What follows belongs to an exercise in optimizing a design on an open flow for small area, a short achievable clock period and few clock cycles per item; a production flow would make more cautious choices. RTL that was checked went through simulation tests only; none was proved equivalent to the original. Power and IR drop assume default switching activity.

Design ble_rx_deframer, start of the top module:
module ble_rx_deframer (
    input  wire        clk,
    input  wire        rst,             
    input  wire [31:0] cfg_aa,
    input  wire        cfg_phy2m,       
    input  wire [5:0]  cfg_channel,
    input  wire        cfg_whiten,
    input  wire [23:0] cfg_crc_init,
    input  wire        bit_valid,
    input  wire        bit_data,
    input  wire        bit_last,
    output wire        bit_ready,
    output reg         pdu_valid,
    output wire [7:0]  pdu_data,
    output wire        res_valid,
    output wire [11:0] res_flags,
    output wire [15:0] res_sync_pos,
    output wire [31:0] res_aa,
    output wire [15:0] res_hdr,
    output wire [7:0]  res_pdu_len,
    output wire [23:0] res_crc,
    output wire [23:0] res_crc_rx,
    output wire [15:0] res_nbits
);
    reg         ready_r;
    reg         take, data, last;             
    reg         rst_r;                        
    reg  [46:0] hist;                         
    reg         hdr15;
    reg  [31:0] aa_r;
    reg         phy_r, wht_r;
    reg  [15:0] nbits, pos;
  ...
Size in the first run: about 220 flip-flops.
export LEC_CHECK = 0
export CAP_MARGIN = 20
export CORE_MARGIN = 2
export CORE_UTILIZATION = 50
export PLACE_DENSITY = 0.65
export SLEW_MARGIN = 20
create_clock -name core_clock -period 8.5 [get_ports {clk}]
standard.sh (not shown) runs the stock make flow with config.mk's settings and CLKGATE_MAP_FILE= SYNTH_SCRIPT=/design/flow/synth_recipe.tcl, a recipe that flattens the netlist after the stock synthesis.
==> flow/flow/run.sh <==
#!/bin/bash
# Standard ORFS layout (the standard.sh) with: plain buf_1 cells as the
# port buffers, a larger setup margin for the resizer's timing repair, and a
# clock tree of clkbuf_8 buffers without dummy loads.
set -euo pipefail
cd "$(dirname "${BASH_SOURCE[0]}")/.."
export BUFFER_PORTS_ARGS="-buffer_cell sky130_fd_sc_hd__buf_1"
export SETUP_SLACK_MARGIN=5.55
export CTS_ARGS="-sink_clustering_enable -repair_clock_nets -dont_use_dummy_load -buf_list sky130_fd_sc_hd__clkbuf_8 -sink_clustering_size 16 -sink_clustering_max_diameter 60 -root_buf sky130_fd_sc_hd__clkbuf_16 -distance_between_buffers 1000 -branching_point_buffers_distance 1000"
bash standard.sh > standard.log 2>&1
The first run went through all stages and came out clean.
Testbench counts at the start, summed over its fixed seeds: cycles 147,147, bits 146,743.
Then changed:
Settings changed: CORE_UTILIZATION 50 to 60, PLACE_DENSITY 0.65 to 0.75.
Die area went down by 16%.
Total power went down by 2.0%.
Core utilization went up by 12 points.
Fmax is about the same.
Routed wire length went down by 5.1%.
Global-route usage went up by 2.7 points.
Then changed:
==> flow/flow/run.sh (replaced) <==
#!/bin/bash
# Standard ORFS layout (the standard.sh) with: plain buf_1 cells as the
# port buffers, a larger setup margin for the resizer's timing repair, and a
# clock tree of clkbuf_8 buffers without dummy loads.
set -euo pipefail
cd "$(dirname "${BASH_SOURCE[0]}")/.."
export BUFFER_PORTS_ARGS="-buffer_cell sky130_fd_sc_hd__buf_1"
export SETUP_SLACK_MARGIN=5.55
export CTS_ARGS="-sink_clustering_enable -repair_clock_nets -dont_use_dummy_load -buf_list sky130_fd_sc_hd__clkbuf_16 -sink_clustering_size 30 -sink_clustering_max_diameter 100 -root_buf sky130_fd_sc_hd__clkbuf_16 -distance_between_buffers 1000 -branching_point_buffers_distance 1000"
bash standard.sh > standard.log 2>&1
After rerunning: Worst hold slack got worse by 12 ps. Clock-buffer cell count came out lower by 6. Combinational power hardly moves. Non-clock buffer count is unchanged. Setup slack is about the same.
Then changed:
==> flow/flow/run.sh (replaced) <==
#!/bin/bash
# Standard ORFS layout (the standard.sh) with: plain buf_1 cells as the
# port buffers, a larger setup margin for the resizer's timing repair, and a
# clock tree of clkbuf_8 buffers without dummy loads.
set -euo pipefail
cd "$(dirname "${BASH_SOURCE[0]}")/.."
export BUFFER_PORTS_ARGS="-buffer_cell sky130_fd_sc_hd__buf_1"
export SETUP_SLACK_MARGIN=5.55
export CTS_ARGS="-sink_clustering_enable -repair_clock_nets -dont_use_dummy_load -buf_list sky130_fd_sc_hd__clkbuf_8 -sink_clustering_size 16 -sink_clustering_max_diameter 60 -root_buf sky130_fd_sc_hd__clkbuf_16 -distance_between_buffers 1000 -branching_point_buffers_distance 1000"
bash standard.sh > standard.log 2>&1
Settings changed: CORE_UTILIZATION 60 to 65, PLACE_DENSITY 0.75 to 0.8.
The changed run completed without violations. Register-to-register slack degrades by 40 ps. Area after synthesis is unchanged. Non-clock buffer count fell by 1. Combinational power barely changes. Global-route usage is higher by 3.6 points. Fmax falls slightly. Clock skew climbs by 8.5 ps. Via count rises by a few percent. Final area hardly moves. Power climbs slightly.

ble_rx_deframer, a different RTL version from the one above (not shown whole).
Size in the first run: about 200 flip-flops, roughly 230 I/O pins, ~8800 µm² of cells after synthesis.
==> flow/design.v (excerpt) <==
module ble_rx_deframer (
    input  wire        clk,
    input  wire        rst,             
    input  wire [31:0] cfg_aa,
    input  wire        cfg_phy2m,       
    input  wire [5:0]  cfg_channel,
    input  wire        cfg_whiten,
    input  wire [23:0] cfg_crc_init,
    input  wire        bit_valid,
    input  wire        bit_data,
    input  wire        bit_last,
    output wire        bit_ready,
    output reg         pdu_valid,
    output wire [7:0]  pdu_data,
    output wire        res_valid,
    output wire [11:0] res_flags,
    output wire [15:0] res_sync_pos,
    output wire [31:0] res_aa,
    output wire [15:0] res_hdr,
    output wire [7:0]  res_pdu_len,
    output wire [23:0] res_crc,
    output wire [23:0] res_crc_rx,
    output wire [15:0] res_nbits
);
export LEC_CHECK = 0
export CAP_MARGIN = 20
export CORE_MARGIN = 2
export CORE_UTILIZATION = 40
export PLACE_DENSITY = 0.6
export SETUP_SLACK_MARGIN = 5.0
export SLEW_MARGIN = 20
create_clock -name core_clock -period 8.5 [get_ports {clk}]
run.sh (not shown) runs the stock make flow with config.mk's settings and CLKGATE_MAP_FILE= SYNTH_SCRIPT=/design/flow/synth_recipe.tcl, a recipe that flattens the netlist after the stock synthesis.
Stock flow here: none of the scripts above is used.
Next try:
==> flow/flow/run.sh (new file) <==
#!/bin/bash
# Standard ORFS layout (the standard.sh), with plain buf_1 cells as the
# port buffers instead of the default delay-buffer cell.
set -euo pipefail
cd "$(dirname "${BASH_SOURCE[0]}")/.."
export BUFFER_PORTS_ARGS="-buffer_cell sky130_fd_sc_hd__buf_1"
bash standard.sh > standard.log 2>&1
==> flow/standard.sh (new file) <==
#!/bin/bash
# synth_recipe.tcl (not shown) runs the flow's synth.tcl, then flattens the netlist and writes it again
# the make line also repeats each setting of config.mk as NAME=value (left out here)
make -C /OpenROAD-flow-scripts/flow DESIGN_CONFIG=/design/flow/config.mk WORK_HOME=/design/flow/orfs CLKGATE_MAP_FILE= SYNTH_SCRIPT=/design/flow/synth_recipe.tcl "${@:-finish}"
removed: flow/run.sh
What happened:
- The changed run finished clean
- total power shrinks by 3.2%
- hold slack degrades by 5.6 ps
- sequential share of layout area grows by 6.0 points
- final area shrinks by 13%
- non-clock buffer count shrinks by 8
- synthesized area is unchanged
- clock-buffer cell count grows by 2
No functional check of the RTL was part of any run of this note.

RTL: one of the versions met above, not the one the previous note started from.
Size in the first run: roughly 220 flip-flops, roughly 0.0090 mm² of cells after synthesis.
## ble_rx_deframer
module ble_rx_deframer (
    input  wire        clk,
    input  wire        rst,             
    input  wire [31:0] cfg_aa,
    input  wire        cfg_phy2m,       
    input  wire [5:0]  cfg_channel,
    input  wire        cfg_whiten,
    input  wire [23:0] cfg_crc_init,
    input  wire        bit_valid,
    input  wire        bit_data,
    input  wire        bit_last,
    output wire        bit_ready,
    output reg         pdu_valid,
    output wire [7:0]  pdu_data,
    output wire        res_valid,
    output wire [11:0] res_flags,
    output wire [15:0] res_sync_pos,
    output wire [31:0] res_aa,
    output wire [15:0] res_hdr,
    output wire [7:0]  res_pdu_len,
    output wire [23:0] res_crc,
    output wire [23:0] res_crc_rx,
    output wire [15:0] res_nbits
);
clock: 8.5 ns
lec_check: 0
cap_margin: 20
core_margin: 2
core_utilization: 60
place_density: 0.75
slew_margin: 20
standard.sh (not shown) runs the stock make flow with config.mk's settings and CLKGATE_MAP_FILE= SYNTH_SCRIPT=/design/flow/synth_recipe.tcl, a recipe that flattens the netlist after the stock synthesis.
==> flow/flow/run.sh <==
#!/bin/bash
# Standard ORFS layout (the standard.sh) with: plain buf_1 cells as the
# port buffers, a larger setup margin for the resizer's timing repair, and a
# clock tree of clkbuf_8 buffers without dummy loads.
set -euo pipefail
cd "$(dirname "${BASH_SOURCE[0]}")/.."
export BUFFER_PORTS_ARGS="-buffer_cell sky130_fd_sc_hd__buf_1"
export SETUP_SLACK_MARGIN=5.55
export CTS_ARGS="-repair_clock_nets -dont_use_dummy_load -buf_list sky130_fd_sc_hd__clkbuf_8 -root_buf sky130_fd_sc_hd__clkbuf_8"
bash standard.sh > standard.log 2>&1
Testbench counts at the start, summed over its fixed seeds: cycles 147,147, bits 146,743.
==> next run, changes <==
--- a/flow/flow/run.sh
+++ b/flow/flow/run.sh
@@ -9 +9 @@
-export CTS_ARGS="-repair_clock_nets -dont_use_dummy_load -buf_list sky130_fd_sc_hd__clkbuf_8 -root_buf sky130_fd_sc_hd__clkbuf_8"
+export CTS_ARGS="-repair_clock_nets -dont_use_dummy_load -buf_list {sky130_fd_sc_hd__clkbuf_8 sky130_fd_sc_hd__clkbuf_16} -root_buf sky130_fd_sc_hd__clkbuf_16"
Result: Flip-flop and latch count stays the same. Sequential share of layout area falls by 0.99 points. Fmax grows by 1.7%. Wire length is higher by 0.64%. Cell count does not change. Synthesized cell count does not change. Power grows by 10%.
==> next run, changes <==
--- a/flow/flow/run.sh
+++ b/flow/flow/run.sh
@@ -9 +9 @@
-export CTS_ARGS="-repair_clock_nets -dont_use_dummy_load -buf_list {sky130_fd_sc_hd__clkbuf_8 sky130_fd_sc_hd__clkbuf_16} -root_buf sky130_fd_sc_hd__clkbuf_16"
+export CTS_ARGS="-repair_clock_nets -dont_use_dummy_load -buf_list sky130_fd_sc_hd__clkbuf_8 -root_buf sky130_fd_sc_hd__clkbuf_16"
Effect: The changed run finished clean; total power is lower by 8.6%; design area goes down by 1.7%; synthesized area does not change; core utilization is lower by 1.2 points; setup slack is better by 0.027 ns; wire length decreases by 0.63%; via count hardly moves; synthesized cell count does not change; worst hold slack improves by 0.0044 ns; register-to-register slack improves by 0.02 ns; clock skew is higher by 0.014 ns.
==> next run, changes <==
--- a/flow/flow/run.sh
+++ b/flow/flow/run.sh
@@ -8 +8 @@
-export SETUP_SLACK_MARGIN=5.55
+export SETUP_SLACK_MARGIN=5.3
The new run ran to the end with no violations.
Wire length decreases by 0.34%.
Combinational power hardly moves.
Sequential power barely changes.
Design area is about the same.
Die area stays the same.
Critical path depth is unchanged.
Via count decreases by 0.62%.
Global-route usage decreases by 0.26 points.
Fmax barely changes.

## run 1
ble_rx_deframer, a different RTL version from the one above (not shown whole).
For scale: about 210 flip-flops, ~230 I/O pins, roughly 8700 um^2 of cells after synthesis.
// ble_rx_deframer
module ble_rx_deframer (
    input  wire        clk,
    input  wire        rst,             
    input  wire [31:0] cfg_aa,
    input  wire        cfg_phy2m,       
    input  wire [5:0]  cfg_channel,
    input  wire        cfg_whiten,
    input  wire [23:0] cfg_crc_init,
    input  wire        bit_valid,
    input  wire        bit_data,
    input  wire        bit_last,
    output wire        bit_ready,
    output reg         pdu_valid,
    output wire [7:0]  pdu_data,
    output wire        res_valid,
    output wire [11:0] res_flags,
    output wire [15:0] res_sync_pos,
    output wire [31:0] res_aa,
    output wire [15:0] res_hdr,
    output wire [7:0]  res_pdu_len,
    output wire [23:0] res_crc,
    output wire [23:0] res_crc_rx,
    output wire [15:0] res_nbits
);
    reg         ready_r;
    reg         d0, nv, l0;
    reg  [47:1] hist;
    reg         hdr15;
    reg  [31:0] aa_r;
    reg         phy_r, wht_r;
    reg  [15:0] nbits, pos;
    reg         ev, hitr, synced, frozen;
    reg  [23:0] crc, sr;
    reg  [6:0]  wh;
    reg  [2:0]  bitcnt;
    reg         hb;
    reg  [7:0]  bc;
    reg         p_hdr, p_pay, p_crc, done;    
    reg         mism, fin;
    reg         rv_r, ge32_r, full_r;
    reg         u;                            
    reg  [4:0]  psum;                         
    assign bit_ready = ready_r;
    wire take_in = bit_valid & ready_r;
    wire take = take_in;
    wire data = bit_data;
    wire last = bit_last;
    wire synced_any = synced | hitr;
    wire hdr_valid  = ~p_hdr;
    wire clr        = fin & ~done;
    assign res_valid = rv_r;
    wire start = rst | rv_r;
    wire full = full_r | (nbits[5] & (nbits[4] | (nbits[3] & ~phy_r)));
    wire [4:0] aa_ge;
    ble_sync_correlator u_corr (
        .window ({hist[31:1], d0}),
        .aa     (aa_r),
        .ge     (aa_ge)
    );
    wire       ge32   = ge32_r | nbits[5];
  ...
Settings: LEC_CHECK=0, CAP_MARGIN=20, CORE_MARGIN=2, CORE_UTILIZATION=40, CTS_BUF_LIST=sky130_fd_sc_hd__clkbuf_8, CTS_CLUSTER_DIAMETER=60, CTS_CLUSTER_SIZE=16, PLACE_DENSITY=0.6, SLEW_MARGIN=20; clock period 8.5 ns.
==> flow/flow/run.sh <==
#!/bin/bash
# Standard ORFS layout (the standard.sh), with plain buf_1 cells as the
# port buffers instead of the default delay-buffer cell, and a larger setup
# margin for the resizer's timing repair.
set -euo pipefail
cd "$(dirname "${BASH_SOURCE[0]}")/.."
export BUFFER_PORTS_ARGS="-buffer_cell sky130_fd_sc_hd__buf_1"
export SETUP_SLACK_MARGIN=5.6
bash standard.sh > standard.log 2>&1
Every stage of the flow completed for run 1, and the final layout passed the timing, design-rule and antenna checks.
Testbench counts of run 1, summed over its fixed seeds: cycles 147,147, bits 146,743.
[inputs] run 2 vs run 1
Settings: removing CTS_BUF_LIST (formerly sky130_fd_sc_hd__clkbuf_8); removing CTS_CLUSTER_SIZE (formerly 16); removing CTS_CLUSTER_DIAMETER (formerly 60).
==> flow/flow/run.sh <==
#!/bin/bash
# Standard ORFS layout (the standard.sh) with: plain buf_1 cells as the
# port buffers, a larger setup margin for the resizer's timing repair, and a
# clock tree of clkbuf_4 buffers without dummy loads.
set -euo pipefail
cd "$(dirname "${BASH_SOURCE[0]}")/.."
export BUFFER_PORTS_ARGS="-buffer_cell sky130_fd_sc_hd__buf_1"
export SETUP_SLACK_MARGIN=5.6
export CTS_ARGS="-sink_clustering_enable -repair_clock_nets -dont_use_dummy_load -buf_list sky130_fd_sc_hd__clkbuf_4 -sink_clustering_size 10 -sink_clustering_max_diameter 40"
bash standard.sh > standard.log 2>&1
[summary]
Cmp run 2 vs run 1: post-layout minimum cycle time higher in run 2. Max share of the cycle needed by the critical path after routing across run 2 and run 1: run 2. Summary of run 2 over run 1: depth of the worst register-to-register path went up by 1; area added between synthesis and finish went up by 11 points; final cell count went up by 98; post-layout worst setup margin went down by 0.12 ns.
For run 3, these inputs were changed with respect to run 2:
==> flow/flow/run.sh <==
#!/bin/bash
# Standard ORFS layout (the standard.sh), with plain buf_1 cells as the
# port buffers instead of the default delay-buffer cell, and a larger setup
# margin for the resizer's timing repair.
set -euo pipefail
cd "$(dirname "${BASH_SOURCE[0]}")/.."
export BUFFER_PORTS_ARGS="-buffer_cell sky130_fd_sc_hd__buf_1"
export SETUP_SLACK_MARGIN=5.6
bash standard.sh > standard.log 2>&1
Results
Per the comparison of run 3 with run 2, global-route met2 utilization now sits lower; proportion of layout cells with a drive suffix above 1 shows a reduction of 24 points; number of buffers inserted during clock tree synthesis went down.
| hold slack | run 3 vs run 2 | better |
STATUS number of violations reported at the end of detailed-routing iteration 0: run 3 wins against run 2
Run 2 → run 3: clock period minus worst slack moved down; maximum vdd drop increased by 0.000043 V relative to the old numbers; power has increased; wire length per cell after detailed routing lower.
Changes in run 4 relative to run 3:
==> flow/flow/run.sh <==
#!/bin/bash
# Standard ORFS layout (the standard.sh) with: plain buf_1 cells as the
# port buffers, a larger setup margin for the resizer's timing repair, and a
# clock tree of clkbuf_8 buffers without dummy loads.
set -euo pipefail
cd "$(dirname "${BASH_SOURCE[0]}")/.."
export BUFFER_PORTS_ARGS="-buffer_cell sky130_fd_sc_hd__buf_1"
export SETUP_SLACK_MARGIN=5.6
export CTS_ARGS="-sink_clustering_enable -repair_clock_nets -dont_use_dummy_load -buf_list sky130_fd_sc_hd__clkbuf_8 -sink_clustering_size 16 -sink_clustering_max_diameter 60"
bash standard.sh > standard.log 2>&1
--- outcome ---
The worst setup path endpoint comes out res_pdu_len[0] in one run and res_pdu_len[2] in the other, namely in run 3 and run 4 respectively.
Higher final period utilization was reported by run 4, not run 3.
NOTE: switching part of the total in run 4 exceeds that of run 3
In the metrics for run 4 and run 3, the one carrying the lower final total power is run 4.
Between run 4 and run 3, it is run 4 whose area of all placed cells without fillers is lower, by about 2.4%.
As of run 4, routed length per placed instance had risen slightly compared to run 3.
In run 4 the fraction of area in multi-input gates turned out 1.1 points higher than in run 3.

==> re-timing with driven ports <==
In the flow no input, the clock included, has a driving cell. The finished layouts below were timed again as built, in two steps.
Step 1 (the two cells are an assumption about what drives the block):
set clk [get_ports {clk}]
set_driving_cell -lib_cell sky130_fd_sc_hd__clkbuf_16 $clk
set_driving_cell -lib_cell sky130_fd_sc_hd__buf_2 [delete_from_list [all_inputs] $clk]
Step 2 also shifts input and output timing later by t, the mid clock arrival at the registers, as if the neighbouring blocks saw the same clock.
Three values: ideal, step 1, step 2; two values: the first two.
| run | t, ns | setup WS [ns] | worst setup path at the end |
|---|---|---|---|
| the first run of note 1 | 0.498 | 5.649 / 5.608 / 5.833 | register to register |
| the second run of note 1 | 0.493 | 5.642 / 5.601 / 5.820 | register to register |
| the third run of note 1 | 0.474 | 5.645 / 5.603 / 5.881 | register to register |
| the fourth run of note 1 | 0.477 | 5.612 / 5.572 / 5.839 | register to register |
| the first run of note 2 | 0.539 | 5.071 / 5.024 / 4.728 | input to register |
| the second run of note 2 | 0.536 | 5.111 / 5.064 / 4.643 | input to register |
| the first run of note 3 | 0.494 | 5.644 / 5.609 / 5.834 | register to register |
| the second run of note 3 | 0.459 | 5.691 / 5.652 / 5.818 | register to register |
| the third run of note 3 | 0.422 | 5.718 / 5.679 / 5.836 | register to register |
| the fourth run of note 3 | 0.411 | 5.726 / 5.684 / 5.871 | register to register |
| run 1 | 0.570 | 5.490 / 5.450 / 5.071 | input to register |
| run 2 | 0.689 | 5.366 / 5.328 / 4.945 | input to register |
| run 3 | 0.549 | 5.549 / 5.505 / 5.088 | input to register |
| run 4 | 0.559 | 5.494 / 5.453 / 5.056 | input to register |
After both steps every run listed still meets setup and hold. The setup slack of the second run of note 2, which loses most, moves by -0.047 ns with the drivers and by -0.468 ns with both steps.
